Background: an optimization exercise with open tools, aiming at a short achievable clock period and few clock cycles per item. Do not read the settings as production practice. In this exercise RTL edits were held to simulation tests only and were not proved equivalent to the original. Power figures rest on the tool's default switching activity, not on a simulated workload.

--- flow/design.v ---
module upxl_cpm_sel (
  input  wire [1:0]  kind,
  input  wire [7:0]  order,
  input  wire        nelem4,
  output reg  [15:0] sel,
  output wire        bsel
);
  integer q, k;
  reg taken;
  always @(*) begin
    sel = 16'h0;
    for (q = 0; q < 4; q = q + 1) begin
      taken = 1'b0;
      for (k = 3; k >= 0; k = k - 1) begin
        if ((k < 3 || nelem4) && (q < 3 || nelem4) &&
            order[2*k +: 2] == q && !taken) begin
          sel[4*q + k] = 1'b1;
          taken = 1'b1;
        end
      end
    end
    if (kind == 2'd1)
      sel[15:12] = 4'h0;
  end
  assign bsel = (kind == 2'd1);
endmodule
module upxl_cpm (
  input  wire [31:0] color,
  input  wire [15:0] sel,
  input  wire        bsel,
  input  wire [7:0]  bright,
  output reg  [31:0] bytes_out
);
  wire [31:0] samples = {color[31:24], color[7:0], color[15:8], color[23:16]};
  integer q, k;
  always @(*) begin
    bytes_out = 32'h0;
    for (q = 0; q < 4; q = q + 1)
      for (k = 0; k < 4; k = k + 1)
        bytes_out[8*q +: 8] = bytes_out[8*q +: 8] | ({8{sel[4*q + k]}} & samples[8*k +: 8]);
    bytes_out[31:24] = bytes_out[31:24] | ({8{bsel}} & bright);
  end
endmodule
module upxl_crc32 (
  input  wire [31:0] x,
  output wire [31:0] y
);
  assign y[0] = ((((x[0] ^ x[1]) ^ (x[2] ^ x[3])) ^ ((x[4] ^ x[6]) ^ (x[7] ^ x[8]))) ^ (((x[16] ^ x[20]) ^ (x[22] ^ x[23])) ^ x[26]));
  assign y[1] = ((((x[1] ^ x[2]) ^ (x[3] ^ x[4])) ^ ((x[5] ^ x[7]) ^ (x[8] ^ x[9]))) ^ (((x[17] ^ x[21]) ^ (x[23] ^ x[24])) ^ x[27]));
  assign y[2] = ((((x[0] ^ x[2]) ^ (x[3] ^ x[4])) ^ ((x[5] ^ x[6]) ^ (x[8] ^ x[9]))) ^ (((x[10] ^ x[18]) ^ (x[22] ^ x[24])) ^ (x[25] ^ x[28])));
  assign y[3] = ((((x[1] ^ x[3]) ^ (x[4] ^ x[5])) ^ ((x[6] ^ x[7]) ^ (x[9] ^ x[10]))) ^ (((x[11] ^ x[19]) ^ (x[23] ^ x[25])) ^ (x[26] ^ x[29])));
  assign y[4] = ((((x[2] ^ x[4]) ^ (x[5] ^ x[6])) ^ ((x[7] ^ x[8]) ^ (x[10] ^ x[11]))) ^ (((x[12] ^ x[20]) ^ (x[24] ^ x[26])) ^ (x[27] ^ x[30])));
  assign y[5] = ((((x[0] ^ x[3]) ^ (x[5] ^ x[6])) ^ ((x[7] ^ x[8]) ^ (x[9] ^ x[11]))) ^ (((x[12] ^ x[13]) ^ (x[21] ^ x[25])) ^ ((x[27] ^ x[28]) ^ x[31])));
  assign y[6] = ((((x[0] ^ x[2]) ^ (x[3] ^ x[9])) ^ ((x[10] ^ x[12]) ^ (x[13] ^ x[14]))) ^ (((x[16] ^ x[20]) ^ (x[23] ^ x[28])) ^ x[29]));
  assign y[7] = ((((x[1] ^ x[3]) ^ (x[4] ^ x[10])) ^ ((x[11] ^ x[13]) ^ (x[14] ^ x[15]))) ^ (((x[17] ^ x[21]) ^ (x[24] ^ x[29])) ^ x[30]));
  assign y[8] = ((((x[0] ^ x[2]) ^ (x[4] ^ x[5])) ^ ((x[11] ^ x[12]) ^ (x[14] ^ x[15]))) ^ (((x[16] ^ x[18]) ^ (x[22] ^ x[25])) ^ (x[30] ^ x[31])));
  assign y[9] = ((((x[0] ^ x[2]) ^ (x[4] ^ x[5])) ^ ((x[7] ^ x[8]) ^ (x[12] ^ x[13]))) ^ (((x[15] ^ x[17]) ^ (x[19] ^ x[20])) ^ (x[22] ^ x[31])));
  assign y[10] = ((((x[0] ^ x[2]) ^ (x[4] ^ x[5])) ^ ((x[7] ^ x[9]) ^ (x[13] ^ x[14]))) ^ ((x[18] ^ x[21]) ^ (x[22] ^ x[26])));
  assign y[11] = ((((x[1] ^ x[3]) ^ (x[5] ^ x[6])) ^ ((x[8] ^ x[10]) ^ (x[14] ^ x[15]))) ^ ((x[19] ^ x[22]) ^ (x[23] ^ x[27])));
  assign y[12] = ((((x[2] ^ x[4]) ^ (x[6] ^ x[7])) ^ ((x[9] ^ x[11]) ^ (x[15] ^ x[16]))) ^ ((x[20] ^ x[23]) ^ (x[24] ^ x[28])));
  assign y[13] = ((((x[0] ^ x[3]) ^ (x[5] ^ x[7])) ^ ((x[8] ^ x[10]) ^ (x[12] ^ x[16]))) ^ (((x[17] ^ x[21]) ^ (x[24] ^ x[25])) ^ x[29]));
  assign y[14] = ((((x[0] ^ x[1]) ^ (x[4] ^ x[6])) ^ ((x[8] ^ x[9]) ^ (x[11] ^ x[13]))) ^ (((x[17] ^ x[18]) ^ (x[22] ^ x[25])) ^ (x[26] ^ x[30])));
  assign y[15] = ((((x[1] ^ x[2]) ^ (x[5] ^ x[7])) ^ ((x[9] ^ x[10]) ^ (x[12] ^ x[14]))) ^ (((x[18] ^ x[19]) ^ (x[23] ^ x[26])) ^ (x[27] ^ x[31])));
  assign y[16] = ((((x[1] ^ x[4]) ^ (x[7] ^ x[10])) ^ ((x[11] ^ x[13]) ^ (x[15] ^ x[16]))) ^ (((x[19] ^ x[22]) ^ (x[23] ^ x[24])) ^ ((x[26] ^ x[27]) ^ x[28])));
  assign y[17] = ((((x[2] ^ x[5]) ^ (x[8] ^ x[11])) ^ ((x[12] ^ x[14]) ^ (x[16] ^ x[17]))) ^ (((x[20] ^ x[23]) ^ (x[24] ^ x[25])) ^ ((x[27] ^ x[28]) ^ x[29])));
  assign y[18] = ((((x[0] ^ x[3]) ^ (x[6] ^ x[9])) ^ ((x[12] ^ x[13]) ^ (x[15] ^ x[17]))) ^ (((x[18] ^ x[21]) ^ (x[24] ^ x[25])) ^ ((x[26] ^ x[28]) ^ (x[29] ^ x[30]))));
  assign y[19] = (((((x[0] ^ x[1]) ^ (x[4] ^ x[7])) ^ ((x[10] ^ x[13]) ^ (x[14] ^ x[16]))) ^ (((x[18] ^ x[19]) ^ (x[22] ^ x[25])) ^ ((x[26] ^ x[27]) ^ (x[29] ^ x[30])))) ^ x[31]);
  assign y[20] = (((((x[0] ^ x[3]) ^ (x[4] ^ x[5])) ^ ((x[6] ^ x[7]) ^ (x[11] ^ x[14]))) ^ (((x[15] ^ x[16]) ^ (x[17] ^ x[19])) ^ ((x[22] ^ x[27]) ^ (x[28] ^ x[30])))) ^ x[31]);
  assign y[21] = ((((x[0] ^ x[2]) ^ (x[3] ^ x[5])) ^ ((x[12] ^ x[15]) ^ (x[17] ^ x[18]))) ^ (((x[22] ^ x[26]) ^ (x[28] ^ x[29])) ^ x[31]));
  assign y[22] = ((((x[2] ^ x[7]) ^ (x[8] ^ x[13])) ^ ((x[18] ^ x[19]) ^ (x[20] ^ x[22]))) ^ ((x[26] ^ x[27]) ^ (x[29] ^ x[30])));
  assign y[23] = ((((x[0] ^ x[3]) ^ (x[8] ^ x[9])) ^ ((x[14] ^ x[19]) ^ (x[20] ^ x[21]))) ^ (((x[23] ^ x[27]) ^ (x[28] ^ x[30])) ^ x[31]));
  assign y[24] = ((((x[2] ^ x[3]) ^ (x[6] ^ x[7])) ^ ((x[8] ^ x[9]) ^ (x[10] ^ x[15]))) ^ (((x[16] ^ x[21]) ^ (x[23] ^ x[24])) ^ ((x[26] ^ x[28]) ^ (x[29] ^ x[31]))));
  assign y[25] = ((((x[1] ^ x[2]) ^ (x[6] ^ x[9])) ^ ((x[10] ^ x[11]) ^ (x[17] ^ x[20]))) ^ (((x[23] ^ x[24]) ^ (x[25] ^ x[26])) ^ ((x[27] ^ x[29]) ^ x[30])));
  assign y[26] = ((((x[2] ^ x[3]) ^ (x[7] ^ x[10])) ^ ((x[11] ^ x[12]) ^ (x[18] ^ x[21]))) ^ (((x[24] ^ x[25]) ^ (x[26] ^ x[27])) ^ ((x[28] ^ x[30]) ^ x[31])));
  assign y[27] = (((((x[0] ^ x[1]) ^ (x[2] ^ x[6])) ^ ((x[7] ^ x[11]) ^ (x[12] ^ x[13]))) ^ (((x[16] ^ x[19]) ^ (x[20] ^ x[23])) ^ ((x[25] ^ x[27]) ^ (x[28] ^ x[29])))) ^ x[31]);
  assign y[28] = ((((x[0] ^ x[4]) ^ (x[6] ^ x[12])) ^ ((x[13] ^ x[14]) ^ (x[16] ^ x[17]))) ^ (((x[21] ^ x[22]) ^ (x[23] ^ x[24])) ^ ((x[28] ^ x[29]) ^ x[30])));
  assign y[29] = ((((x[0] ^ x[1]) ^ (x[5] ^ x[7])) ^ ((x[13] ^ x[14]) ^ (x[15] ^ x[17]))) ^ (((x[18] ^ x[22]) ^ (x[23] ^ x[24])) ^ ((x[25] ^ x[29]) ^ (x[30] ^ x[31]))));
  assign y[30] = ((((x[3] ^ x[4]) ^ (x[7] ^ x[14])) ^ ((x[15] ^ x[18]) ^ (x[19] ^ x[20]))) ^ (((x[22] ^ x[24]) ^ (x[25] ^ x[30])) ^ x[31]));
  assign y[31] = ((((x[0] ^ x[1]) ^ (x[2] ^ x[3])) ^ ((x[5] ^ x[6]) ^ (x[7] ^ x[15]))) ^ (((x[19] ^ x[21]) ^ (x[22] ^ x[25])) ^ x[31]));
endmodule
module upxl_crc32_init (
  input  wire [1:0]  p,
  output reg  [31:0] m_init
);
  always @(*) begin
    case (p)
      2'd0: m_init = 32'hDEBB20E3;
      2'd1: m_init = 32'h00BE26ED;
      2'd2: m_init = 32'hBE26ED00;
      2'd3: m_init = 32'h2DFD1072;
    endcase
  end
endmodule
module upxl_encoder (
  input  wire        clk,
  input  wire        rst,
  input  wire        cmd_valid,
  output wire        cmd_ready,
  input  wire [1:0]  cmd_kind,
  input  wire [7:0]  cmd_chan,
  input  wire [7:0]  cmd_order,
  input  wire        cmd_nelem4,
  input  wire [7:0]  cmd_bright,
  input  wire [31:0] cmd_freq,
  input  wire [15:0] cmd_npix,
  input  wire        pix_valid,
  output wire        pix_ready,
  input  wire [31:0] pix_color,
  output reg         out_valid,
  input  wire        out_ready,
  output reg  [31:0] out_data,
  output reg  [2:0]  out_nbytes,
  output reg         out_last,
  output reg         done,
  output reg  [2:0]  done_flags,
  output reg  [11:0] done_len
);
  localparam DQ = 8;      
  localparam GQ = 4;      
  localparam PQ = 4;      
  localparam RQ = 16;     
  localparam OD = 8;      
  localparam GW = 2 + 8 + 8 + 1 + 8 + 32 + 10 + 2;
  integer i;
  function gtc16(input [15:0] x, input [15:0] c);
    integer j;
    reg eq;
    begin
      gtc16 = 1'b0;
      eq = 1'b1;
      for (j = 15; j >= 0; j = j - 1) begin
        if (eq && x[j] && !c[j]) gtc16 = 1'b1;
        eq = eq && (x[j] == c[j]);
      end
    end
  endfunction
  function [11:0] add12(input [11:0] a, input [11:0] b);
    reg [11:0] g, p, gg, pp;
    integer j, d;
    begin
      g = a & b;
      p = a ^ b;
      gg = g;
      pp = p;
      for (d = 1; d < 12; d = d * 2)
        for (j = 11; j >= d; j = j - 1) begin
          gg[j] = gg[j] | (pp[j] & gg[j-d]);
          pp[j] = pp[j] & pp[j-d];
        end
      add12 = p ^ {gg[10:0], 1'b0};
    end
  endfunction
  function [9:0] dec10(input [9:0] x);
    integer j;
    begin
      for (j = 0; j < 10; j = j + 1)
        dec10[j] = x[j] ^ ~(|(x & ((10'd1 << j) - 10'd1)));
    end
  endfunction
  function [16:0] th_upd(input [16:0] n, input inc, input dec);
    th_upd = inc ? (dec ? n : {n[15:0], 1'b1}) : (dec ? {1'b0, n[16:1]} : n);
  endfunction
  function [DQ-1:0] rot_dq(input [DQ-1:0] x); rot_dq = {x[DQ-2:0], x[DQ-1]}; endfunction
  function [GQ-1:0] rot_gq(input [GQ-1:0] x); rot_gq = {x[GQ-2:0], x[GQ-1]}; endfunction
  function [PQ-1:0] rot_pq(input [PQ-1:0] x); rot_pq = {x[PQ-2:0], x[PQ-1]}; endfunction
  function [RQ-1:0] rot_rq(input [RQ-1:0] x); rot_rq = {x[RQ-2:0], x[RQ-1]}; endfunction
  function [OD-1:0] rot_od(input [OD-1:0] x); rot_od = {x[OD-2:0], x[OD-1]}; endfunction
  reg        cmd_ready_r;
  assign cmd_ready = cmd_ready_r;
  reg        v_valid;
  reg [1:0]  v_kind;
  reg [7:0]  v_chan, v_order, v_bright;
  reg        v_nelem4;
  reg [31:0] v_freq;
  reg [15:0] v_npix;
  wire        v_ovf0  = (v_kind == 2'd0) && (v_nelem4 ? gtc16(v_npix, 16'd512) : gtc16(v_npix, 16'd682));
  wire        v_ovf1  = (v_kind == 2'd1) && gtc16(v_npix, 16'd510);
  wire        v_eord  = (v_kind == 2'd1) && !v_nelem4;
  wire [2:0]  v_flags = (v_kind == 2'd3) ? 3'b100 : {1'b0, v_eord, v_ovf0 | v_ovf1};
  wire        v_e4    = v_nelem4 || v_kind != 2'd0;
  reg          w_valid, w_ok, w_haspx;
  reg [2:0]    w_flags;
  reg [1:0]    w_kind;
  reg          w_e4;
  reg [9:0]    w_npix;
  reg [11:0]   w_n3;           
  reg [GW-1:0] w_gq;
  reg          x_valid, x_ok;
  reg [2:0]    x_flags;
  reg [11:0]   x_len;
  wire [11:0]  w_nplus = add12({2'b0, w_npix}, (w_kind == 2'd1) ? 12'd4 : 12'd3);
  wire [11:0]  w_len   = (w_kind == 2'd2) ? 12'd14 :
                         w_e4 ? {w_nplus[9:0], 2'b10} :
                                add12(w_n3, 12'd14);
  reg [DQ-1:0]    dq_isf;
  reg [3*DQ-1:0]  dq_flags;
  reg [12*DQ-1:0] dq_len;
  reg [DQ-1:0]    dq_wr, dq_rd;
  reg [DQ:0]      dq_n;                  
  reg             dq_h_isf;
  reg [2:0]       dq_h_flags;
  reg [11:0]      dq_h_len;
  reg             dh_v, dh_isf, dq_pop_d;
  reg [2:0]       dh_flags;
  reg [11:0]      dh_len;
  always @(*) begin
    dq_h_isf = 1'b0; dq_h_flags = 3'd0; dq_h_len = 12'd0;
    for (i = 0; i < DQ; i = i + 1) begin
      dq_h_isf   = dq_h_isf   | (dq_rd[i] & dq_isf[i]);
      dq_h_flags = dq_h_flags | ({3{dq_rd[i]}} & dq_flags[3*i +: 3]);
      dq_h_len   = dq_h_len   | ({12{dq_rd[i]}} & dq_len[12*i +: 12]);
    end
  end
  reg [GW*GQ-1:0] gq;
  reg [GQ-1:0]    gq_wr, gq_rd;
  reg [GQ:0]      gq_n;
  reg [GW-1:0]    gq_head;
  always @(*) begin
    gq_head = {GW{1'b0}};
    for (i = 0; i < GQ; i = i + 1)
      gq_head = gq_head | ({GW{gq_rd[i]}} & gq[GW*i +: GW]);
  end
  reg [10*PQ-1:0] pq;
  reg [PQ-1:0]    pq_wr, pq_rd;
  reg [PQ:0]      pq_n;
  reg [9:0]       pq_head;
  always @(*) begin
    pq_head = 10'd0;
    for (i = 0; i < PQ; i = i + 1)
      pq_head = pq_head | ({10{pq_rd[i]}} & pq[10*i +: 10]);
  end
  reg         pix_ready_r;
  assign pix_ready = pix_ready_r;
  wire        pix_take = pix_valid && pix_ready_r;
  reg  [9:0]  cur;             
  reg  [2:0]  cur_is;          
  reg         pin_v;
  reg  [31:0] pin_d;
  reg  [32*RQ-1:0] rq;
  reg  [RQ-1:0] rq_wr, rq_rd;
  reg  [RQ:0]   rq_n;
  reg  [127:0]  hw;            
  reg  [3:0]    hv;            
  wire [31:0]   h0 = hw[31:0];
  wire [31:0]   h1 = hw[63:32];
  wire [RQ-1:0] rq_rd1 = rot_rq(rq_rd);
  reg  [31:0]   ra, rb;        
  always @(*) begin
    ra = 32'd0; rb = 32'd0;
    for (i = 0; i < RQ; i = i + 1) begin
      ra = ra | ({32{rq_rd[i]}}  & rq[32*i +: 32]);
      rb = rb | ({32{rq_rd1[i]}} & rq[32*i +: 32]);
    end
  end
  reg        gs_idle, gs_w1, gs_w2, gs_body, gs_fin;    
  reg [1:0]  f_kind;
  reg [7:0]  f_chan, f_order, f_bright;
  reg        f_e4;
  reg [31:0] f_freq;
  reg [9:0]  f_npix;
  reg [15:0] f_sel;
  reg        f_bsel;
  reg [3:0]  f_poh;           
  reg [23:0] acc;
  reg [3:0]  acch;            
  reg [9:0]  rem;
  reg [2:0]  rem_is;          
  reg        gen_ok;          
  reg        g_v, g_first, g_lastb, g_fin;
  reg [31:0] g_d;
  reg [31:0] g_prev;          
  reg [3:0]  g_poh;
  reg        c_v, c_first, c_lastb, c_fin;
  reg [31:0] c_d, c_cw;
  reg [3:0]  c_poh;
  reg        s1_v, s1_first, s1_lastb, s1_fin;
  reg [31:0] s1_d, s1_mw;
  reg [3:0]  s1_poh;
  reg        s2_v, s2_fin;
  reg [31:0] s2_d;
  reg [3:0]  s2_seld;         
  reg [15:0] s2_selc;         
  reg [2:0]  s2_nbr;
  reg [31:0] crc;
  reg [36*OD-1:0] oq;
  reg [OD-1:0] oq_wr, oq_rd;
  reg [OD:0]   oq_n;
  reg [OD:0]   cu_n;           
  reg          pop_d;          
  reg [3:0]    fr_n;           
  reg [35:0]   oq_head;
  always @(*) begin
    oq_head = 36'd0;
    for (i = 0; i < OD; i = i + 1)
      oq_head = oq_head | ({36{oq_rd[i]}} & oq[36*i +: 36]);
  end
  wire [3:0]  h_poh = 4'b0001 << gq_head[1:0];
  wire [15:0] h_sel;
  wire        h_bsel;
  upxl_cpm_sel u_sel (
    .kind   (gq_head[GW-1 -: 2]),
    .order  (gq_head[GW-11 -: 8]),
    .nelem4 (gq_head[GW-19]),
    .sel    (h_sel),
    .bsel   (h_bsel)
  );
  wire [31:0] px0, px1;
  upxl_cpm u_cpm0 (.color(h0), .sel(f_sel), .bsel(f_bsel), .bright(f_bright), .bytes_out(px0));
  upxl_cpm u_cpm1 (.color(h1), .sel(f_sel), .bsel(f_bsel), .bright(f_bright), .bytes_out(px1));
  wire [7:0] s0 = px0[7:0];
  wire [7:0] s1 = px0[15:8];
  wire [7:0] s2 = px0[23:16];
  wire [7:0] s3 = f_e4 ? px0[31:24] : px1[7:0];
  wire [7:0] s4 = px1[15:8];
  wire [7:0] s5 = px1[23:16];
  reg [31:0] wlane;         
  reg [15:0] nacc;          
  always @(*) begin
    wlane = ({32{acch[0]}} & {s3, s2, s1, s0}) |
            ({32{acch[1]}} & {s2, s1, s0, acc[7:0]}) |
            ({32{acch[2]}} & {s1, s0, acc[15:0]}) |
            ({32{acch[3]}} & {s0, acc[23:0]});
    nacc  = ({16{acch[0]}} & {s5, s4}) |
            ({16{acch[1]}} & {s4, s3}) |
            ({16{acch[2]}} & {s3, s2}) |
            ({16{acch[3]}} & {s2, s1});
  end
  wire rem0 = rem_is[0];
  wire rem1 = rem_is[1];
  wire av1  = hv[0];
  wire av2  = hv[1];
  wire b_take2 = !f_e4 && acch[0] && !rem1 && av2;
  wire b_emit  = rem0 || ((!f_e4 && acch[0]) ? (rem1 ? av1 : av2) : av1);
  wire b_lastb = rem0 || (!f_e4 && rem1 && av1 && (acch[0] || acch[1]));
  wire b_go    = gen_ok && gs_body;
  wire kp2 = b_go && !rem0 && b_take2;
  wire kp1 = b_go && !rem0 && !b_take2 && av1;
  wire kp0 = !kp1 && !kp2;
  wire gq_pop = gen_ok && gs_idle && gq_n[0];
  wire emit   = gen_ok && (gs_w1 || gs_w2 || gs_fin || (gs_idle && gq_n[0]) || (gs_body && b_emit));
  wire rt2 = !hv[2] && rq_n[1];
  wire rt1 = (!hv[2] && rq_n[0] && !rq_n[1]) || (hv[2] && !hv[3] && rq_n[0]);
  wire rt0 = !rt1 && !rt2;
  wire [4:0] hco = {hv[3], hv[2] & ~hv[3], hv[1] & ~hv[2], hv[0] & ~hv[1], ~hv[0]};
  reg [127:0] hw_n;
  reg [3:0]   hv_n;
  always @(*) begin : hwin
    integer j, k;
    reg sa, sb;
    reg [31:0] e;
    for (j = 0; j < 4; j = j + 1) begin
      e = 32'd0;
      sa = 1'b0;
      sb = 1'b0;
      for (k = 0; k < 3; k = k + 1) begin
        if (j + k < 4)
          e = e | ({32{(k == 0 ? kp0 : k == 1 ? kp1 : kp2) & hv[j + k]}} & hw[32*(j + k) +: 32]);
        if (j + k <= 4)
          sa = sa | ((k == 0 ? kp0 : k == 1 ? kp1 : kp2) & hco[j + k]);
        if (j >= 1 && j + k - 1 <= 4)
          sb = sb | ((k == 0 ? kp0 : k == 1 ? kp1 : kp2) & hco[j + k - 1]);
      end
      hw_n[32*j +: 32] = e | ({32{sa}} & ra) | ({32{sb}} & rb);
    end
    hv_n = 4'd0;
    for (j = 0; j < 4; j = j + 1) begin
      hv_n[j] = (kp0 & hv[j]) | (kp1 & (j + 1 < 4 ? hv[j + 1] : 1'b0)) |
                (kp2 & (j + 2 < 4 ? hv[j + 2] : 1'b0));
    end
    hv_n = ({4{rt0}} & hv_n) |
           ({4{rt1}} & {hv_n[2:0], 1'b1}) |
           ({4{rt2}} & {hv_n[1:0], 2'b11});
  end
  wire [31:0] cw = ({32{g_poh[0]}} & g_d) |
                   ({32{g_poh[1]}} & {g_d[23:0], g_prev[31:24]}) |
                   ({32{g_poh[2]}} & {g_d[15:0], g_prev[31:16]}) |
                   ({32{g_poh[3]}} & {g_d[7:0],  g_prev[31:8]});
  wire [31:0] mw_word, m_crc;
  wire [31:0] mi0, mi1, mi2, mi3;
  wire [31:0] s1_minit = ({32{s1_poh[0]}} & mi0) | ({32{s1_poh[1]}} & mi1) |
                         ({32{s1_poh[2]}} & mi2) | ({32{s1_poh[3]}} & mi3);
  upxl_crc32_init u_i0 (.p(2'd0), .m_init(mi0));
  upxl_crc32_init u_i1 (.p(2'd1), .m_init(mi1));
  upxl_crc32_init u_i2 (.p(2'd2), .m_init(mi2));
  upxl_crc32_init u_i3 (.p(2'd3), .m_init(mi3));
  upxl_crc32 u_mw (.x(c_cw), .y(mw_word));
  upxl_crc32 u_mc (.x(crc), .y(m_crc));
  wire [31:0] crc_v = ~crc;
  reg  [3:0]  s1_seld;
  reg  [15:0] s1_selc;
  always @(*) begin : lanesel
    integer j, b, p;
    for (j = 0; j < 4; j = j + 1) begin
      s1_seld[j] = 1'b1;
      for (b = 0; b < 4; b = b + 1) begin
        s1_selc[4*j + b] = 1'b0;
        for (p = 0; p < 4; p = p + 1) begin
          if (s1_fin && s1_poh[p] && b == j + p)
            s1_selc[4*j + b] = 1'b1;
          if (!s1_fin && s1_lastb && s1_poh[p] && p != 0 && b == j - (4 - p))
            s1_selc[4*j + b] = 1'b1;
        end
      end
      for (p = 1; p < 4; p = p + 1)
        if (s1_lastb && s1_poh[p] && j >= 4 - p)
          s1_seld[j] = 1'b0;
      if (s1_fin)
        s1_seld[j] = 1'b0;
    end
  end
  reg  [31:0] s2_word;
  wire [2:0]  s2_nb = s2_nbr;
  always @(*) begin : lanemux
    integer j, b;
    for (j = 0; j < 4; j = j + 1) begin
      s2_word[8*j +: 8] = {8{s2_seld[j]}} & s2_d[8*j +: 8];
      for (b = 0; b < 4; b = b + 1)
        s2_word[8*j +: 8] = s2_word[8*j +: 8] | ({8{s2_selc[4*j + b]}} & crc_v[8*b +: 8]);
    end
  end
  always @(posedge clk) begin
    v_kind   <= cmd_kind;
    v_chan   <= cmd_chan;
    v_order  <= cmd_order;
    v_nelem4 <= cmd_nelem4;
    v_bright <= cmd_bright;
    v_freq   <= cmd_freq;
    v_npix   <= cmd_npix;
    w_ok    <= (v_flags == 3'b000);
    w_flags <= v_flags;
    w_haspx <= (v_flags == 3'b000) && !v_kind[1] && (v_npix != 16'd0);
    w_kind  <= v_kind;
    w_e4    <= v_e4;
    w_npix  <= v_npix[9:0];
    w_n3    <= add12({2'b0, v_npix[9:0]}, {1'b0, v_npix[9:0], 1'b0});
    w_gq    <= {v_kind, v_chan, v_order, v_e4, v_bright, v_freq, v_npix[9:0],
                v_e4 ? 2'd2 : v_npix[1:0] - 2'd2};
    x_ok    <= w_ok;
    x_flags <= w_flags;
    x_len   <= w_len;
    pin_d   <= pix_color;
    dh_isf     <= dq_h_isf;
    dh_flags   <= dq_h_isf ? 3'd0 : dq_h_flags;
    dh_len     <= dq_h_len;
    done_flags <= dh_flags;
    done_len   <= dh_len;
    for (i = 0; i < DQ; i = i + 1)
      if (x_valid && dq_wr[i]) begin
        dq_isf[i]          <= x_ok;
        dq_flags[3*i +: 3] <= x_flags;
        dq_len[12*i +: 12] <= x_len;
      end
    for (i = 0; i < GQ; i = i + 1)
      if (w_valid && w_ok && gq_wr[i])
        gq[GW*i +: GW] <= w_gq;
    for (i = 0; i < PQ; i = i + 1)
      if (w_valid && w_haspx && pq_wr[i])
        pq[10*i +: 10] <= w_npix;
    for (i = 0; i < RQ; i = i + 1)
      if (pin_v && rq_wr[i])
        rq[32*i +: 32] <= pin_d;
    for (i = 0; i < OD; i = i + 1)
      if (s2_v && oq_wr[i])
        oq[36*i +: 36] <= {s2_fin, s2_nb, s2_word};
    hw <= hw_n;
    if (gs_idle) begin
      {f_kind, f_chan, f_order, f_e4, f_bright, f_freq, f_npix} <= gq_head[GW-1:2];
      f_poh   <= h_poh;
      f_sel   <= h_sel;
      f_bsel  <= h_bsel;
    end
    g_first <= gs_idle;
    g_lastb <= gs_body && b_lastb;
    g_fin   <= gs_fin;
    g_poh   <= gs_idle ? h_poh : f_poh;
    if (gs_idle)
      g_d <= 32'h4C585055;           
    else if (gs_w1)
      case (f_kind)
        2'd0: g_d <= {f_order, 5'd0, f_e4 ? 3'd4 : 3'd3, 8'h01, f_chan};
        2'd1: g_d <= {f_freq[15:0], 8'h03, f_chan};
        default: g_d <= {f_freq[15:0], 8'h04, f_chan};
      endcase
    else if (gs_w2)
      g_d <= {8'h00, f_order, f_freq[31:16]};
    else
      g_d <= wlane;
    if (gs_w1 || gs_w2) begin
      acch      <= 4'b0100;
      acc[15:0] <= (f_kind == 2'd2) ? f_freq[31:16] : {6'd0, f_npix};
      rem       <= (f_kind == 2'd2) ? 10'd0 : f_npix;
      rem_is    <= (f_kind == 2'd2) ? 3'b001 :
                   {f_npix == 10'd2, f_npix == 10'd1, f_npix == 10'd0};
    end else if (b_go) begin
      if (kp1) begin
        rem    <= dec10(rem);
        rem_is <= {rem == 10'd3, rem == 10'd2, rem == 10'd1};
      end
      if (kp2) begin
        rem    <= {dec10({1'b0, rem[9:1]}), rem[0]};
        rem_is <= {rem == 10'd4, rem == 10'd3, rem == 10'd2};
      end
      if (f_e4) begin
        if (av1 && !rem0) acc[15:0] <= nacc;
      end else if (!rem0) begin
        if (acch[0]) begin
          if (av2 && !rem1) begin acc[15:0] <= nacc; acch <= 4'b0100; end
          else if (av1)     begin acc <= wlane[23:0]; acch <= 4'b1000; end
        end
        if (acch[1] && av1) acch <= 4'b0001;
        if (acch[2] && av1) begin acc[15:0] <= nacc; acch <= 4'b0010; end
        if (acch[3] && av1) begin acc[15:0] <= nacc; acch <= 4'b0100; end
      end
    end
    c_first <= g_first;
    c_lastb <= g_lastb;
    c_fin   <= g_fin;
    c_d     <= g_d;
    c_poh   <= g_poh;
    c_cw    <= cw;
    s1_first <= c_first;
    s1_lastb <= c_lastb;
    s1_fin   <= c_fin;
    s1_d     <= c_d;
    s1_poh   <= c_poh;
    s1_mw    <= mw_word;
    s2_fin   <= s1_fin;
    s2_d     <= s1_d;
    s2_seld  <= s1_seld;
    s2_selc  <= s1_selc;
    s2_nbr   <= s1_fin ? {s1_poh[0], s1_poh[1] | s1_poh[2], s1_poh[1] | s1_poh[3]} : 3'd4;
    crc <= ({32{s1_v & ~s1_fin}} & (({32{s1_first}} & s1_minit) ^ ({32{~s1_first}} & m_crc) ^ s1_mw)) |
           ({32{~s1_v | s1_fin}} & crc);
    if (!out_valid || out_ready)
      {out_last, out_nbytes, out_data} <= oq_head;
    if (rst) begin
      cmd_ready_r <= 1'b1;
      v_valid <= 1'b0;
      w_valid <= 1'b0;
      x_valid <= 1'b0;
      dq_wr <= 1; dq_rd <= 1; dq_n <= 0;
      gq_wr <= 1; gq_rd <= 1; gq_n <= 0;
      pq_wr <= 1; pq_rd <= 1; pq_n <= 0;
      pix_ready_r <= 1'b0;
      cur    <= 10'd0;
      cur_is <= 3'b001;
      pin_v  <= 1'b0;
      rq_wr <= 1; rq_rd <= 1; rq_n <= 0;
      hv     <= 4'b0000;
      {gs_fin, gs_body, gs_w2, gs_w1, gs_idle} <= 5'b00001;
      gen_ok <= 1'b1;
      g_v    <= 1'b0;
      g_prev <= 32'd0;
      c_v    <= 1'b0;
      s1_v   <= 1'b0;
      s2_v   <= 1'b0;
      pop_d  <= 1'b0;
      oq_wr <= 1; oq_rd <= 1; oq_n <= 0;
      cu_n   <= 0;
      fr_n   <= 0;
      out_valid <= 1'b0;
      done   <= 1'b0;
      dh_v   <= 1'b0;
      dq_pop_d <= 1'b0;
    end else begin : run
      reg       dq_pop, oq_pop, pq_pop, cur_load;
      v_valid <= cmd_valid && cmd_ready_r;
      w_valid <= v_valid;
      x_valid <= w_valid;
      case ({v_valid, w_valid, cmd_ready_r})
        3'b000:                cmd_ready_r <= !gq_n[GQ-1] && !pq_n[PQ-1] && !dq_n[DQ-1-x_valid];
        3'b001, 3'b010, 3'b100: cmd_ready_r <= !gq_n[GQ-2] && !pq_n[PQ-2] && !dq_n[DQ-2-x_valid];
        3'b011, 3'b101, 3'b110: cmd_ready_r <= !gq_n[GQ-3] && !pq_n[PQ-3] && !dq_n[DQ-3-x_valid];
        default:               cmd_ready_r <= !gq_n[GQ-4] && !pq_n[PQ-4] && !dq_n[DQ-4-x_valid];
      endcase
      if (x_valid) dq_wr <= rot_dq(dq_wr);
      if (w_valid && w_ok) gq_wr <= rot_gq(gq_wr);
      if (w_valid && w_haspx) pq_wr <= rot_pq(pq_wr);
      dh_v     <= dq_n[0];
      dq_pop = dh_v && !dq_pop_d && (!dh_isf || fr_n[0]);
      dq_pop_d <= dq_pop;
      done       <= dq_pop;
      if (dq_pop) dq_rd <= rot_dq(dq_rd);
      dq_n <= th_upd(dq_n, x_valid, dq_pop);
      fr_n <= th_upd(fr_n, out_valid && out_ready && out_last, dq_pop && dh_isf);
      cur_load = pq_n[0] && (cur_is[0] || (cur_is[1] && pix_take));
      pq_pop   = cur_load;
      if (cur_load) begin
        cur    <= pq_head;
        cur_is <= {pq_head == 10'd2, pq_head == 10'd1, 1'b0};
      end else if (pix_take) begin
        cur    <= dec10(cur);
        cur_is <= {cur == 10'd3, cur == 10'd2, cur == 10'd1};
      end
      pix_ready_r <= !rq_n[RQ-3] &&
                     (cur_load || !(cur_is[0] || (cur_is[1] && pix_take)));
      if (pq_pop) pq_rd <= rot_pq(pq_rd);
      pq_n <= th_upd(pq_n, w_valid && w_haspx, pq_pop);
      pin_v <= pix_take;
      if (pin_v) rq_wr <= rot_rq(rq_wr);
      if (rt1) rq_rd <= rq_rd1;
      if (rt2) rq_rd <= rot_rq(rq_rd1);
      rq_n <= ({(RQ+1){pin_v & rt0}} & {rq_n[RQ-1:0], 1'b1}) |
              ({(RQ+1){~pin_v & rt1 | pin_v & rt2}} & {1'b0, rq_n[RQ:1]}) |
              ({(RQ+1){~pin_v & rt2}} & {2'b0, rq_n[RQ:2]}) |
              ({(RQ+1){~pin_v & rt0 | pin_v & rt1}} & rq_n);
      hv <= hv_n;
      if (gq_pop) gq_rd <= rot_gq(gq_rd);
      gq_n <= th_upd(gq_n, w_valid && w_ok, gq_pop);
      if (gen_ok) begin
        if (gs_idle && gq_n[0]) begin gs_idle <= 1'b0; gs_w1 <= 1'b1; end
        if (gs_w1) begin
          gs_w1 <= 1'b0;
          if (f_kind == 2'd1) gs_w2 <= 1'b1; else gs_body <= 1'b1;
        end
        if (gs_w2) begin gs_w2 <= 1'b0; gs_body <= 1'b1; end
        if (gs_body && b_lastb) begin gs_body <= 1'b0; gs_fin <= 1'b1; end
        if (gs_fin) begin gs_fin <= 1'b0; gs_idle <= 1'b1; end
      end
      g_v  <= emit;
      if (g_v) g_prev <= g_fin ? 32'd0 : g_d;
      c_v  <= g_v;
      s1_v <= c_v;
      s2_v <= s1_v;
      oq_pop = (!out_valid || out_ready) && oq_n[0];
      if (!out_valid || out_ready)
        out_valid <= oq_n[0];
      if (s2_v) oq_wr <= rot_od(oq_wr);
      if (oq_pop) oq_rd <= rot_od(oq_rd);
      oq_n <= th_upd(oq_n, s2_v, oq_pop);
      pop_d <= oq_pop;
      cu_n  <= th_upd(cu_n, emit, pop_d);
      gen_ok <= pop_d ? !cu_n[OD-1] : !cu_n[OD-2];
    end
  end
endmodule
--- flow/flow/run.sh ---
#!/bin/bash
# Own layout flow: the standard synthesis and ORFS layout, unchanged
# except for two layout settings passed to make:
#  - every input and output port gets a sky130_fd_sc_hd__buf_8 buffer
#    (buffer_ports otherwise picks a slow clkdlybuf4s50_1 delay cell);
#  - MATCH_CELL_FOOTPRINT=0, so timing repair may resize cells to other
#    footprints.
# Each tool's output goes to a log file here; ORFS keeps its own logs in
# orfs/logs/.
set -euo pipefail
cd "$(dirname "$0")/.."
bash standard.sh synth > flow_synth.log 2>&1
sed 's#CLKGATE_MAP_FILE= #CLKGATE_MAP_FILE= MATCH_CELL_FOOTPRINT=0 BUFFER_PORTS_ARGS="-buffer_cell sky130_fd_sc_hd__buf_8" #' \
  standard.sh > flow_layout.sh
grep -q 'BUFFER_PORTS_ARGS' flow_layout.sh
bash flow_layout.sh finish > flow_layout.log 2>&1
test -s out/final.def
--- flow/standard.sh ---
#!/bin/bash
# synth_recipe.tcl (not shown) runs the flow's synth.tcl, then flattens the netlist and writes it again
# the make line also repeats each setting of config.mk as NAME=value (left out here)
make -C /OpenROAD-flow-scripts/flow DESIGN_CONFIG=/design/flow/config.mk WORK_HOME=/design/flow/orfs CLKGATE_MAP_FILE= SYNTH_SCRIPT=/design/flow/synth_recipe.tcl "${@:-finish}"
--- flow/config.mk ---
export PLATFORM = sky130hd
export DESIGN_NAME = upxl_encoder
export DESIGN_NICKNAME = upxl_encoder
export VERILOG_FILES = /design/flow/design.v
export SDC_FILE = /design/flow/constraint.sdc
export NUM_CORES = 4
export LEC_CHECK = 0
export ABC_CLOCK_PERIOD_IN_PS = 2000
export CAP_MARGIN = 20
export CORE_MARGIN = 2
export CORE_UTILIZATION = 60
export CTS_CLUSTER_SIZE = 30
export PLACE_DENSITY = 0.7
export SETUP_SLACK_MARGIN = 2.6
export SLEW_MARGIN = 20
export TNS_END_PERCENT = 20
--- flow/constraint.sdc ---
create_clock -name core_clock -period 5.0 [get_ports {clk}]
set_input_delay 1.0000 -clock core_clock [delete_from_list [all_inputs] [get_ports {clk}]]
set_output_delay 1.0000 -clock core_clock [all_outputs]
set_load 0.01 [all_outputs]
==> results of run 1 <==
critical path, stage by stage, from the launching register on:
cell     delay, ns
dfxtp_1       0.63
buf_4         0.34
and2_2        0.70
buf_4         0.51
worst max-delay path by stage:
| stage | slack [ns] | from | to | cells past startpoint |
|---|---|---|---|---|
| finish | 2.45 | pin_v | rq[439] | 3 |
| global route | 2.32 | register | register | 7 |
| CTS | 2.38 | acch[3] | acc[2] | 5 |
| detailed placement | 1.79 | acch[0] | hw[72] | 7 |
| global placement | 1.86 | acch[0] | hw[83] | 7 |
| floorplan | 2.15 | w_valid | gq[100] | 2 |
layer usage:
layer  vias up  part of all wire, %  global-route usage (%)
met5         -                0.011                       0
met4         4                  4.4                    12.5
met3       693                  9.8                    5.51
met2      3542                   47                    49.0
met1     28700                   39                    42.2
li1      25100                    -                       -
flip-flops by register name, summed over array words and instances, names as in the netlist, 17 cells and up, named ones only:
register  flops
pin_d        32
c_d          32
rq_n         17
dq_len       96
g_prev       24
g_d          32
c_cw         32
oq          288
f_freq       32
gq          284
s1_mw        32
out_data     32
s1_d         32
w_gq         61
acc          24
dq_flags     24
hw          128
pq           40
v_freq       32
rq          512
s2_d         32
cells by family after synthesis:
group	synth area share, %
fa+ha+maj	0.480
mux	0.610
xor+xnor	5.32
compound gates	16.4
buf+inv	2.53
simple gates	6.09
flops	68.6
Yosys cell counts (all sizes together) (6+ instances only):
master  count
o21ai     129
a211o      11
dfxtp     795
xor2      111
nand2b     14
a31oi      22
clkbuf    350
o221ai    128
nand3b      9
or3         6
a22oi     866
and3       27
a222oi    136
a211oi     20
nand2     437
a21boi      7
a221oi    162
buf       131
inv        59
nand4      51
nor2b      43
or2         9
xnor2     403
and2       58
nor4       13
edfxtp   1446
mux2       14
a21oi     193
nor3       28
a311oi     16
mux2i      37
o211ai     10
nand3     158
nor2      296
a22o      136
ha         30
metrics by stage:
step,hold WS [ns],utilization (%)
after floorplan,0.310,-
after global placement,0.310,63.1
after detailed placement,0.312,63.1
after CTS,0.189,68.4
after global routing,0.197,69.2
final,0.232,69.2
placed cells by master (no fill, tap or decap), drive strengths merged, types with 58 or more instances in the layout:
| cell | Yosys | final |
|---|---|---|
| o21ai | 129 | 129 |
| nor2 | 296 | 296 |
| inv | 59 | 67 |
| clkbuf | 350 | 314 |
| a22oi | 866 | 866 |
| dfxtp | 795 | 795 |
| edfxtp | 1446 | 1446 |
| and2 | 58 | 58 |
| o221ai | 128 | 128 |
| xor2 | 111 | 112 |
| a221oi | 162 | 162 |
| buf | 131 | 345 |
| a22o | 136 | 136 |
| xnor2 | 403 | 403 |
| a21oi | 193 | 193 |
| nand3 | 158 | 158 |
| a222oi | 136 | 136 |
| nand2 | 437 | 437 |
| clkinv | 2 | 65 |
power by group:
part	total (mW)	switching (mW)	internal, mW	leakage [nW]
clock	16.4	6.96	9.42	3.52
sequential	20.7	0.514	20.1	19.8
combinational	2.05	1.08	0.971	10.3
what timing repair did:
action                                  in CTS  in global routing
setup buffers                                6                 63
endpoints found under the setup margin     317                526
hold endpoints to repair                     0                  0
gates resized for setup                     34                 68
cloned                                       5                 12
pin swaps                                    2                 18
final cells by class:
type | instances | area (µm²)
Sequential cell | 2241 | 59400
Fill cell | 9815 | 44200
Multi-Input combinational cell | 3635 | 25500
Clock buffer | 304 | 6080
Timing Repair Buffer | 355 | 4350
Tap cell | 1903 | 2380
Clock inverter | 102 | 1180
Inverter | 61 | 240
Timing Repair inverter | 1 | 5.00
Antenna cell | 1 | 2.50
==> qor.txt, run 1 <==
LEAKAGE: 33.6 nW
min cycle time layout: 2.55 ns
hold depth: 1
post-synthesis cell area: 86,500 µm²
Via density: 6.75
setup TNS: 0 ns
maxcap violations: 0
Final ANT Viol Nets: 0
maximum VDD drop: 346 µV
Slew Limit Fails: 0
Area contributors post-synth: edfxtp_1, dfxtp_1, a22oi_1
DR pass1 iterations: 12
ys async rst share: 0%
IO buf count: 166
Final Hold Vio Count: 0
Seq/Total Area, Yosys: 68.6%
largest net degree at the start of global routing: 124
syn_area_per_cell: 13.5 µm²
post-route setup slack: 2.45 ns
Post-synth EDFFs: 1,446
Clock Latency Late Sink: 0.86 ns
Place WS: 1.79 ns
TritonCTS clock tree: done
Power Dens Cells: 394 nW/µm²
post-route cell area: 99,100 µm²
run status: no timing/DRC/antenna violations
cell taking the most area after synthesis: edfxtp_1
Pwr Total: 39.1 mW
core area: 143,000 µm²
die area: 147,000 µm²
Fmax achieved: 392 MHz
Crit. End Element: register
Final Net Count: 6,652
reg2reg end: rq[439]
Hold Path Sink: pin_d[14]
final wirelength: 235,000 µm
Synthesized Nets: 6,557
number of global-route vias before repair: 55,000
RSZ-0062 raised after global routing: true
first-pass GRT wire length: 345,000 µm
CTS H-tree depth: 4
starting density of the core: 60.4%
CTS Buffer Depth: 3
Startpoint Class: register
final worst-path cycle share: 51.1%
worst slew pin tran: 1.13 ns
GR Util All Layers: 30.8%
fin cells: 8,603
Syn. warnings: 4
Post-DP Area: 90,500 µm²
total gr overflow: 0
DRC: 0
Post-Place Cells: 8,107
CTS root buf: clkbuf_16
Yosys cell types: 75
IO Count: 167
synthesized flop and latch total: 2,241
Max-slew headroom: 24.4%
clk sinks: 2,241
CTS Hold Buffers Added: 0
Placer Congestion: 0.909
Clk pin slew, worst setup/hold paths: 0.06 ns
clock buffer count from CTS: 213
Via Count: 58,100
share of cells above drive strength 1: 12.7%
R2R depth: 3
CP max FO: 23
prevailing post-synth register cell: edfxtp_1
hold_sp: pix_color[14]
reg2reg start: pin_v
hpwl dp: 141,000 µm
Die H: 384 µm
WP data arrival: 3.06 ns
Cell Rows: 139
Setup Crit Path Kind: reg -> reg
hold crit path type: in -> reg
Horiz. Die Dim: 384 µm
final setup violating endpoints: 0
synthesis-to-finish area growth: 14.5%
FF-to-FF setup slack: 2.45 ns
Req. time, crit path: 5.50 ns
Post-Syn Instances: 6,413
Setup Skew: 0.0470 ns
Yosys top cell area share: 50.2%
1st-iter DRT viols: 9,033
initial antenna violation count: 5
post-DR wirelength/cell: 27.3 µm
Testbench counts, summed over its fixed seeds: cycles 50,002, bytes 180,206.
==> inputs of run 2 (changes only) <==
--- a/flow/design.v
+++ b/flow/design.v
@@ -629,8 +629,12 @@
       if (oq_pop) oq_rd <= rot_od(oq_rd);
       oq_n <= th_upd(oq_n, s2_v, oq_pop);
       pop_d <= oq_pop;
-      cu_n  <= th_upd(cu_n, emit, pop_d);
-      gen_ok <= pop_d ? !cu_n[OD-1] : !cu_n[OD-2];
+      cu_n  <= th_upd(cu_n, g_v, pop_d);
+      case ({g_v, pop_d})
+        2'b10:   gen_ok <= !cu_n[OD-3];
+        2'b01:   gen_ok <= !cu_n[OD-1];
+        default: gen_ok <= !cu_n[OD-2];
+      endcase
     end
   end
 endmodule
==> run 2 against run 1 <==
  * Critical endpoint is now oq[226]
  * Worst setup slack improved by 0.034 ns
  * Sequential share of layout area increased by 0.090 points
  * Register-to-register slack improved by 0.03 ns
  * Clock skew decreased by 0.016 ns
  * Critical path type unchanged
  * Highest routed layer unchanged
==> qor.txt, run 2 <==
Setup Crit Path Kind: reg -> reg
n_diodes: 0
maximum VDD drop: 352 µV
cell with the most instances after synthesis: edfxtp_1
mux share of post-synthesis cell area: 0.553%
Cell Rows: 139
main combinational cell family by area after synthesis: compound AO/OA/AOI/OAI gates
Clock Latency Late Sink: 0.84 ns
IO buf count: 166
footprint of the multi-input gates: 25,600 µm²
clock buffer count from CTS: 211
RSZ-0062 raised after global routing: true
cell taking the most area after synthesis: edfxtp_1
Seq/Total Area, Yosys: 68.6%
starting density of the core: 60.3%
number of global-route vias before repair: 55,700
fill count: 9,808
Post-synth EDFFs: 1,446
initial antenna violation count: 3
Final Net Count: 6,691
final worst-path cycle share: 50.4%
Req. time, crit path: 5.49 ns
1st-iter DRT viols: 8,317
hold crit path type: in -> reg
Synth Area in XOR/XNOR: 5.23%
Crit. End Element: register
Commonest cells post-synth: edfxtp_1, a22oi_1, dfxtp_1
ys async rst share: 0%
hpwl dp: 141,000 µm
Post-Syn Instances: 6,443
largest registers: rq (512), oq (288), gq (284)
Yosys cell types: 69
GR Util All Layers: 30.8%
commonest non-fill, non-tap cell in the layout: edfxtp_1
post-route cell area: 99,000 µm²
post-synthesis cell area: 86,500 µm²
Power Dens Cells: 388 nW/µm²
Slew Limit Fails: 0
CTS H-tree depth: 4
share of cells above drive strength 1: 13.1%
Top reg by flops: rq
worst slew pin tran: 1.14 ns
Area contributors post-synth: edfxtp_1, dfxtp_1, a22oi_1
Post-DP Area: 90,500 µm²
Post-Place Cells: 8,138
maxcap violations: 0
post-DR wirelength/cell: 26.9 µm
run status: no timing/DRC/antenna violations
Startpoint Class: register
largest net degree at the start of global routing: 158
Fmax achieved: 397 MHz
Clk pin slew, worst setup/hold paths: 0.07 ns
WP data arrival: 3.01 ns
Via Count: 57,900
CP max FO: 17
adder-cell share of the synthesized area: 0.509%
IO Count: 167
min cycle time layout: 2.52 ns
prevailing post-synth register cell: edfxtp_1
clk sinks: 2,241
synthesis-to-finish area growth: 14.5%
Yosys top cell area share: 50.2%
setup TNS: 0 ns
LEAKAGE: 33.7 nW
CTS Hold Buffers Added: 0
Setup Skew: 0.0307 ns
Syn. warnings: 4
max reg flops: 512
Horiz. Die Dim: 384 µm
syn_area_per_cell: 13.4 µm²
Max-slew headroom: 23.7%
Die H: 384 µm
Synth Area in Compound Gates: 16.5%
die area: 147,000 µm²
core area: 143,000 µm²
DR pass1 iterations: 12
CTS root buf: clkbuf_16
Pwr Total: 38.4 mW
synthesized flop and latch total: 2,241
final wirelength: 233,000 µm
total gr overflow: 0
final setup violating endpoints: 0
Via density: 6.70
Synthesized Nets: 6,589
DRC: 0
Final Hold Vio Count: 0
TritonCTS clock tree: done
worst hold slack: 0.243 ns
fin cells: 8,638
CTS Buffer Depth: 3
Synth Area in Simple Gates: 6.14%
flip-flop and latch area: 59,400 µm²
Final ANT Viol Nets: 0
Placer Congestion: 0.924
first-pass GRT wire length: 345,000 µm
commonest cells after routing, fill and taps aside: edfxtp_1, a22oi_1, dfxtp_1
-- run 2: final cells by class --
class	count	area share (%)
timing repair inverter	1	0.00506
multi-input combinational	3664	25.9
sequential	2241	60.0
clock buffer	287	6.12
tap	1903	2.41
timing repair buffer	364	4.22
inverter	62	0.247
clock inverter	116	1.12
-- run 2: routing by layer --
layer  routed length [µm]  track usage [%]  vias up
met3                22700             5.95      615
met2               110000             49.1     3435
met1                89200             41.4    28600
met4                10300             13.4        4
met5                   33                0        -
li1                     -                -    25300
-- run 2: what timing repair did --
action	4_1_cts	5_1_grt
setup buffers	11	82
endpoints found under the setup margin	358	519
resized for setup	32	69
pin swaps	1	7
endpoints found under the hold margin	0	0
cloned	3	1
-- run 2: metrics by stage --
stage	worst slack (ns)	util (%)
finish	2.48	69.1
global route	2.43	69.1
CTS	2.40	68.3
detailed placement	1.88	63.2
global placement	1.95	63.2
floorplan	2.15	-
-- run 2: kinds of logic after synthesis --
logic type	count (synthesis)
AND/OR/NAND/NOR	1194
AO/OA/AOI/OAI	1877
multiplexers	47
buffers and inverters	541
XOR/XNOR	509
adder cells (fa/ha/maj)	34
flip-flops	2241
-- run 2: critical path, stage by stage (launching register included) --
cell      delay, ns
dfxtp_1        0.74
inv_1          0.43
o221ai_1       0.99
-- run 2: worst paths after layout --
| path | startpoint | end | slack [ns] | depth (start not counted) |
|---|---|---|---|---|
| worst min-delay path | pix_color[23] | pin_d[23] | 0.24 | 1 |
| worst max register to register | s2_selc[10] | oq[226] | 2.48 | 2 |
| worst min register to register | s1_d[28] | s2_d[28] | 0.30 | 0 |
| worst max-delay path | s2_selc[10] | oq[226] | 2.48 | 2 |
-- run 2: power breakdown --
| group | switching [mW] | internal, mW |
|---|---|---|
| Sequential | 0.433 | 20.1 |
| Clock | 6.92 | 9.21 |
| Combinational | 0.922 | 0.862 |
Testbench counts of run 2, summed over its fixed seeds: cycles 50,002, bytes 180,206.
==> inputs of run 3 (changes only) <==
--- a/flow/config.mk
+++ b/flow/config.mk
@@ -13,4 +13,4 @@
 export PLACE_DENSITY = 0.7
 export SETUP_SLACK_MARGIN = 2.6
 export SLEW_MARGIN = 20
-export TNS_END_PERCENT = 20
+export TNS_END_PERCENT = 100
==> run 3 against run 2 <==
  * Clock-buffer cell count grew 14
  * Largest cell class unchanged
  * Highest routed layer unchanged
  * Clock power grew 4%
  * Register-to-register slack gained 0.12 ns
  * Via count shrank 0.63%
  * Non-clock buffer count grew 6
==> qor.txt, run 3 <==
Die H: 384 µm
Synthesized Nets: 6,589
worst slew pin tran: 1.13 ns
worst stage delay on the critical path: 0.42 ns
first-pass GRT wire length: 342,000 µm
CP max FO: 1
share of cells above drive strength 1: 13.2%
LEAKAGE: 33.9 nW
Cell Rows: 139
Power Dens Cells: 394 nW/µm²
Req. time, crit path: 4.00 ns
GR Util All Layers: 30.5%
cell with the most instances after synthesis: edfxtp_1
final worst-path cycle share: 48.8%
final wirelength: 230,000 µm
Syn. warnings: 4
delay-heaviest family, CP: flip-flops
mux share of post-synthesis cell area: 0.553%
Final ANT Viol Nets: 0
Final Hold Vio Count: 0
Setup crit end: out_data[13]
die area: 147,000 µm²
FF-to-FF setup slack: 2.60 ns
Crit. End Element: output pin
CTS Hold Buffers Added: 0
Setup Crit Path Kind: reg -> out
synthesized flop and latch total: 2,241
min cycle time layout: 2.44 ns
Synth Area in Simple Gates: 6.14%
1st-iter DRT viols: 8,381
Horiz. Die Dim: 384 µm
Pwr Total: 39.1 mW
clk sinks: 2,241
Via density: 6.65
post-DR wirelength/cell: 26.6 µm
cell taking the most area after synthesis: edfxtp_1
Yosys cell types: 69
Fmax achieved: 410 MHz
setup TNS: 0 ns
prevailing post-synth register cell: edfxtp_1
synthesis-to-finish area growth: 15.0%
Place WS: 1.81 ns
Slew Limit Fails: 0
post-synthesis cell area: 86,500 µm²
hpwl dp: 139,000 µm
CP cell instances: buf_8
Post-Syn Instances: 6,443
adder-cell share of the synthesized area: 0.509%
initial antenna violation count: 5
Stages on worst setup path: 1
hold crit path type: in -> reg
Synth Area in Compound Gates: 16.5%
CTS root buf: clkbuf_16
main combinational cell family by area after synthesis: compound AO/OA/AOI/OAI gates
max reg flops: 512
Yosys top cell area share: 50.2%
Top reg by flops: rq
Area contributors post-synth: edfxtp_1, dfxtp_1, a22oi_1
run status: no timing/DRC/antenna violations
Synth Area in XOR/XNOR: 5.23%
maxcap violations: 0
number of global-route vias before repair: 55,000
Clock Latency Late Sink: 0.87 ns
launch point of the critical path: out_data[13]
CTS H-tree depth: 4
hold depth: 1
Placer Congestion: 0.914
Seq/Total Area, Yosys: 68.6%
RSZ-0062 raised after global routing: true
Setup Skew: 0.0605 ns
R2R depth: 3
Commonest cells post-synth: edfxtp_1, a22oi_1, dfxtp_1
maximum VDD drop: 381 µV
final setup violating endpoints: 0
worst hold slack: 0.220 ns
total gr overflow: 0
Max-slew headroom: 24.4%
IO Count: 167
Via Count: 57,500
largest net degree at the start of global routing: 125
Startpoint Class: register
ys async rst share: 0%
starting density of the core: 60.3%
DRC: 0
WP buf/inv: 1
reg2reg end: rq[462]
CTS Buffer Depth: 3
commonest non-fill, non-tap cell in the layout: edfxtp_1
DR pass1 iterations: 13
TritonCTS clock tree: done
post-route setup slack: 2.56 ns
largest registers: rq (512), oq (288), gq (284)
Clk pin slew, worst setup/hold paths: 0.06 ns
IO buf count: 166
core area: 143,000 µm²
syn_area_per_cell: 13.4 µm²
commonest cells after routing, fill and taps aside: edfxtp_1, a22oi_1, dfxtp_1
Post-synth EDFFs: 1,446
Final Net Count: 6,697
fill count: 9,827
WP data arrival: 1.44 ns
Worst path slowest cell: edfxtp_1
reg2reg start: pin_v
clock buffer count from CTS: 213
==> run 3: cell count changes in the layout (fill, tap and decap cells not counted), sizes merged <==
cell	previous run	this run
inv	77	71
a21oi	176	177
diode	0	1
clkinv	76	65
clkbuf	287	302
clkinvlp	13	14
buf	364	369
a31oi	21	20
a32oi	2	1
bufinv	13	17
==> run 3: worst min path at each step <==
stage,slack [ns],startpoint,endpoint
global route,0.19,cmd_chan[2],v_chan[2]
detailed placement,0.31,c_d[24],s1_d[24]
floorplan,0.31,g_first,c_first
finish,0.22,pix_color[5],pin_d[5]
CTS,0.17,pix_color[5],pin_d[5]
global placement,0.31,c_poh[2],s1_poh[2]
==> run 3: logic make-up after synthesis <==
kind of cell / Yosys count
compound gates: 1877
xor+xnor: 509
fa+ha+maj: 34
buf+inv: 541
flops: 2241
mux: 47
simple gates: 1194
==> run 3: through the flow <==
stage                     cell area, µm²  util, %  std cells
final                              99400     69.4       8646
after global routing               99400     69.4       8645
after CTS                          98400     68.7       8563
after detailed placement           90500     63.1       8133
after global placement             90500     63.1       8133
after floorplan                    86500        -       6443
==> run 3: timing repair <==
action | in CTS | in global routing
pin swaps | 1 | 3
cloned | 2 | 1
endpoints found under the hold margin | 0 | 0
endpoints found under the setup margin | 217 | 393
resized for setup | 59 | 59
buffers inserted | 22 | 79
==> run 3: layer usage <==
metal	GRT usage (%)	up-vias	routed length, µm
li1	-	25300	-
met1	42.0	28400	89800
met2	48.5	3252	109000
met3	5.65	518	22300
met4	11.9	4	8520
met5	0	-	28
==> run 3: layout make-up <==
type / instances / area (µm²) / share of cell area, %
Clock buffer: 301 / 6270 / 6.31
Antenna cell: 1 / 2.50 / 0.00252
Timing Repair Buffer: 370 / 4240 / 4.26
Tap cell: 1903 / 2380 / 2.40
Multi-Input combinational cell: 3663 / 25600 / 25.7
Clock inverter: 105 / 1270 / 1.28
Inverter: 62 / 240 / 0.242
Sequential cell: 2241 / 59400 / 59.8
==> run 3: report_power, final <==
part           leakage [nW]  switching, mW  internal, mW
Combinational          10.4          0.933         0.879
Sequential             19.8          0.419          20.1
Clock                  3.67           7.08          9.72
Total                  33.9           8.43          30.7
==> inputs of run 4 (changes only) <==
--- a/flow/design.v
+++ b/flow/design.v
@@ -237,7 +237,7 @@
   reg         pin_v;
   reg  [31:0] pin_d;
   reg  [32*RQ-1:0] rq;
-  reg  [RQ-1:0] rq_wr, rq_rd;
+  reg  [RQ-1:0] rq_wr, rq_rd, rq_we;
   reg  [RQ:0]   rq_n;
   reg  [127:0]  hw;            
   reg  [3:0]    hv;            
@@ -281,7 +281,7 @@
   reg [3:0]  s2_seld;         
   reg [15:0] s2_selc;         
   reg [2:0]  s2_nbr;
-  reg [31:0] crc;
+  reg [31:0] crc, crc_h;
   reg [36*OD-1:0] oq;
   reg [OD-1:0] oq_wr, oq_rd;
   reg [OD:0]   oq_n;
@@ -377,15 +377,15 @@
                    ({32{g_poh[3]}} & {g_d[7:0],  g_prev[31:8]});
   wire [31:0] mw_word, m_crc;
   wire [31:0] mi0, mi1, mi2, mi3;
-  wire [31:0] s1_minit = ({32{s1_poh[0]}} & mi0) | ({32{s1_poh[1]}} & mi1) |
-                         ({32{s1_poh[2]}} & mi2) | ({32{s1_poh[3]}} & mi3);
+  wire [31:0] c_minit = ({32{c_poh[0]}} & mi0) | ({32{c_poh[1]}} & mi1) |
+                        ({32{c_poh[2]}} & mi2) | ({32{c_poh[3]}} & mi3);
   upxl_crc32_init u_i0 (.p(2'd0), .m_init(mi0));
   upxl_crc32_init u_i1 (.p(2'd1), .m_init(mi1));
   upxl_crc32_init u_i2 (.p(2'd2), .m_init(mi2));
   upxl_crc32_init u_i3 (.p(2'd3), .m_init(mi3));
   upxl_crc32 u_mw (.x(c_cw), .y(mw_word));
   upxl_crc32 u_mc (.x(crc), .y(m_crc));
-  wire [31:0] crc_v = ~crc;
+  wire [31:0] crc_v = ~crc_h;
   reg  [3:0]  s1_seld;
   reg  [15:0] s1_selc;
   always @(*) begin : lanesel
@@ -457,7 +457,7 @@
       if (w_valid && w_haspx && pq_wr[i])
         pq[10*i +: 10] <= w_npix;
     for (i = 0; i < RQ; i = i + 1)
-      if (pin_v && rq_wr[i])
+      if (rq_we[i])
         rq[32*i +: 32] <= pin_d;
     for (i = 0; i < OD; i = i + 1)
       if (s2_v && oq_wr[i])
@@ -523,14 +523,17 @@
     s1_fin   <= c_fin;
     s1_d     <= c_d;
     s1_poh   <= c_poh;
-    s1_mw    <= mw_word;
+    s1_mw    <= mw_word ^ ({32{c_first}} & c_minit);
     s2_fin   <= s1_fin;
     s2_d     <= s1_d;
     s2_seld  <= s1_seld;
     s2_selc  <= s1_selc;
     s2_nbr   <= s1_fin ? {s1_poh[0], s1_poh[1] | s1_poh[2], s1_poh[1] | s1_poh[3]} : 3'd4;
-    crc <= ({32{s1_v & ~s1_fin}} & (({32{s1_first}} & s1_minit) ^ ({32{~s1_first}} & m_crc) ^ s1_mw)) |
-           ({32{~s1_v | s1_fin}} & crc);
+    if (s1_v && !s1_fin) begin
+      crc   <= m_crc ^ s1_mw;
+      crc_h <= m_crc ^ s1_mw;
+    end else if (s1_v && s1_fin)
+      crc <= 32'd0;
     if (!out_valid || out_ready)
       {out_last, out_nbytes, out_data} <= oq_head;
     if (rst) begin
@@ -545,6 +548,7 @@
       cur    <= 10'd0;
       cur_is <= 3'b001;
       pin_v  <= 1'b0;
+      rq_we  <= {RQ{1'b0}};
       rq_wr <= 1; rq_rd <= 1; rq_n <= 0;
       hv     <= 4'b0000;
       {gs_fin, gs_body, gs_w2, gs_w1, gs_idle} <= 5'b00001;
@@ -552,6 +556,7 @@
       g_v    <= 1'b0;
       g_prev <= 32'd0;
       c_v    <= 1'b0;
+      crc    <= 32'd0;
       s1_v   <= 1'b0;
       s2_v   <= 1'b0;
       pop_d  <= 1'b0;
@@ -597,6 +602,7 @@
       if (pq_pop) pq_rd <= rot_pq(pq_rd);
       pq_n <= th_upd(pq_n, w_valid && w_haspx, pq_pop);
       pin_v <= pix_take;
+      rq_we <= {RQ{pix_take}} & (pin_v ? rot_rq(rq_wr) : rq_wr);
       if (pin_v) rq_wr <= rot_rq(rq_wr);
       if (rt1) rq_rd <= rq_rd1;
       if (rt2) rq_rd <= rot_rq(rq_rd1);
==> run 4 against run 3 <==
  * Still clean on timing, DRC and antenna
  * Wire length rose by 1.9%
  * Die area rose by 1.7%
  * Synthesized area rose by 1.7%
  * Design area rose by 0.69%
  * Worst setup slack got worse by 0.026 ns
  * Critical endpoint unchanged
==> qor.txt, run 4 <==
Clock Latency Late Sink: 0.86 ns
Clk pin slew, worst setup/hold paths: 0.06 ns
power share of the sequential group: 53.0%
Commonest cells post-synth: edfxtp_1, a22oi_1, dfxtp_1
mux share of post-synthesis cell area: 1.00%
share of cells above drive strength 1: 12.7%
post-DR wirelength/cell: 27.2 µm
Synth Area in Simple Gates: 5.47%
CTS H-tree depth: 4
Placer Congestion: 0.904
largest registers: rq (512), oq (288), gq (284)
Cell Rows: 140
final wirelength: 234,000 µm
fill count: 9,962
CTS Buffer Depth: 3
worst stage delay on the critical path: 0.47 ns
Syn. warnings: 4
prevailing post-synth register cell: edfxtp_1
CTS Hold Buffers Added: 0
Power Dens Cells: 393 nW/µm²
starting density of the core: 60.4%
GR Util All Layers: 30.4%
clock buffer count from CTS: 217
IO Count: 167
WP buf/inv: 1
IO buf count: 166
Fmax achieved: 406 MHz
Via Count: 57,700
Final ANT Viol Nets: 0
commonest non-fill, non-tap cell in the layout: edfxtp_1
CP max FO: 1
initial antenna violation count: 1
hold crit path type: in -> reg
run status: no timing/DRC/antenna violations
Post-synth EDFFs: 1,446
Worst path slowest cell: edfxtp_1
cell with the most instances after synthesis: edfxtp_1
footprint of the multi-input gates: 26,000 µm²
Top reg by flops: rq
Die H: 387 µm
1st-iter DRT viols: 8,102
delay-heaviest family, CP: flip-flops
CP cell instances: buf_8
Startpoint Class: register
Req. time, crit path: 4.00 ns
Final Hold Vio Count: 0
largest net degree at the start of global routing: 151
Yosys top cell area share: 49.4%
Yosys cell types: 80
synthesized flop and latch total: 2,288
final setup violating endpoints: 0
clk sinks: 2,288
total gr overflow: 0
Horiz. Die Dim: 387 µm
hpwl dp: 140,000 µm
launch point of the critical path: out_data[13]
Synth Area in XOR/XNOR: 5.75%
LEAKAGE: 33.8 nW
hold_sp: pix_color[29]
min cycle time layout: 2.47 ns
number of global-route vias before repair: 56,100
syn_area_per_cell: 13.7 µm²
Crit. End Element: output pin
cell taking the most area after synthesis: edfxtp_1
Pint: 30.9 mW
ys async rst share: 0%
die area: 150,000 µm²
WP data arrival: 1.47 ns
first-pass GRT wire length: 348,000 µm
CTS root buf: clkbuf_16
maximum VDD drop: 401 µV
main combinational cell family by area after synthesis: compound AO/OA/AOI/OAI gates
Setup Skew: 0.0448 ns
DRC: 0
Slew Limit Fails: 0
Max-slew headroom: 23.2%
max reg flops: 512
core area: 146,000 µm²
adder-cell share of the synthesized area: 0.501%
NetSw: 8.44 mW
worst slew pin tran: 1.15 ns
DR pass1 iterations: 14
Setup Crit Path Kind: reg -> out
reg2reg start: rq_rd[9]
TritonCTS clock tree: done
RSZ-0062 raised after global routing: true
Post-Syn Instances: 6,426
setup TNS: 0 ns
Seq/Total Area, Yosys: 68.5%
Synth Area in Compound Gates: 16.3%
final worst-path cycle share: 49.3%
flip-flop and latch area: 60,400 µm²
commonest cells after routing, fill and taps aside: edfxtp_1, a22oi_1, dfxtp_1
clock power share: 41.6%
Area contributors post-synth: edfxtp_1, dfxtp_1, a22oi_1
combinational fraction of design power: 5.5%
maxcap violations: 0
Finished Core Util: 68.8%
worst hold slack: 0.232 ns
Via density: 6.71
Final Net Count: 6,639
post-synthesis cell area: 87,900 µm²
sw frac: 21.5%
synthesis-to-finish area growth: 13.8%
Synthesized Nets: 6,572
[run 4: cell types whose count changed after synthesis, moves of 15 or more]
cell | previous run | this run
clkbuf_1 | 364 | 347
dfxtp_1 | 795 | 842
a22o_1 | 152 | 171
nand2_1 | 482 | 374
xnor2_1 | 397 | 412
nor2_1 | 306 | 288
and2_1 | 57 | 42
buf_2 | 31 | 52
a22oi_1 | 869 | 893
mux2i_1 | 41 | 71
a211oi_1 | 20 | 38
a221oi_1 | 163 | 145
o21ai_0 | 115 | 65
[run 4: path summary, 6_finish.rpt]
kind         slack (ns)  depth (start not counted)      endpoint
max                2.53                          1  out_data[13]
min                0.23                          1     pin_d[29]
min reg2reg        0.32                          0      w_gq[64]
max reg2reg        2.60                          6        hw[47]
[run 4: final cells by class]
| type | instances | area share, % |
|---|---|---|
| well taps | 1917 | 2.40 |
| clock buffers | 313 | 6.25 |
| multi-input cells | 3605 | 25.9 |
| inverters | 66 | 0.255 |
| clock inverters | 93 | 0.951 |
| repair buffers | 315 | 3.89 |
| diodes | 1 | 0.00250 |
| flip-flops and latches | 2288 | 60.3 |
[run 4: layer usage]
layer	up-vias	share of wire (%)	track usage [%]
met3	615	9.5	5.46
met4	2	4.6	13.8
met2	3324	47	47.7
met5	-	0.0047	0
li1	25200	-	-
met1	28500	39	41.5
[run 4: stage by stage]
step	worst slack (ns)	power, mW	area [µm²]	cells
CTS	2.49	39.5	99500	8561
global placement	1.96	23.3	92000	8140
global route	2.47	40.5	100000	8597
detailed placement	1.86	23.3	92000	8140
finish	2.53	39.3	100000	8598
floorplan	2.38	22.6	88000	6426
[run 4: kinds of logic (layout without fill, tap and decap cells)]
logic type | Yosys count | in the layout
AO/OA/AOI/OAI | 1865 | 1867
other | 0 | 1
adder cells (fa/ha/maj) | 34 | 34
buffers and inverters | 541 | 787
XOR/XNOR | 546 | 546
flip-flops | 2288 | 2288
AND/OR/NAND/NOR | 1066 | 1072
multiplexers | 86 | 86
[run 4: what timing repair did]
| action | CTS | global route |
|---|---|---|
| endpoints found under the setup margin | 286 | 359 |
| cloned | 3 | 5 |
| pin swaps | 4 | 9 |
| resized for setup | 43 | 56 |
| setup buffers | 12 | 27 |
[run 4: power groups by stage]
stage	Sequential, mW	Clock, mW	Combinational, mW
final	20.8	16.3	2.15
after global routing	20.9	17.3	2.31
after CTS	20.9	16.6	2.10
after detailed placement	21.3	0	2.09
after global placement	21.2	0	2.08
after floorplan	21.0	0	1.57
Testbench counts of run 4, summed over its fixed seeds: cycles 50,002, bytes 180,206.

-- port drivers added, routing unchanged --
The results above use ideal ports. As a check the final layouts listed here were re-extracted and re-timed, cells and wires unchanged. Step 1, drivers: a clkbuf_16 drives clk and a buf_2 each remaining input, both assumed. Step 2 also shifts input and output timing later by t, the mid clock arrival at the registers, as if the neighbouring blocks saw the same clock. Slacks: ideal ports / drivers / drivers and shift; pairs: ideal ports / drivers.
run | t (ns) | slack for setup (ns)
run 1 | 0.923 | 2.447 / 2.444 / 2.038
run 2 | 0.918 | 2.481 / 2.439 / 2.060
run 3 | 0.925 | 2.560 / 2.474 / 2.141
run 4 | 0.918 | 2.534 / 2.447 / 2.004
After both steps setup and hold are still met in every run listed.
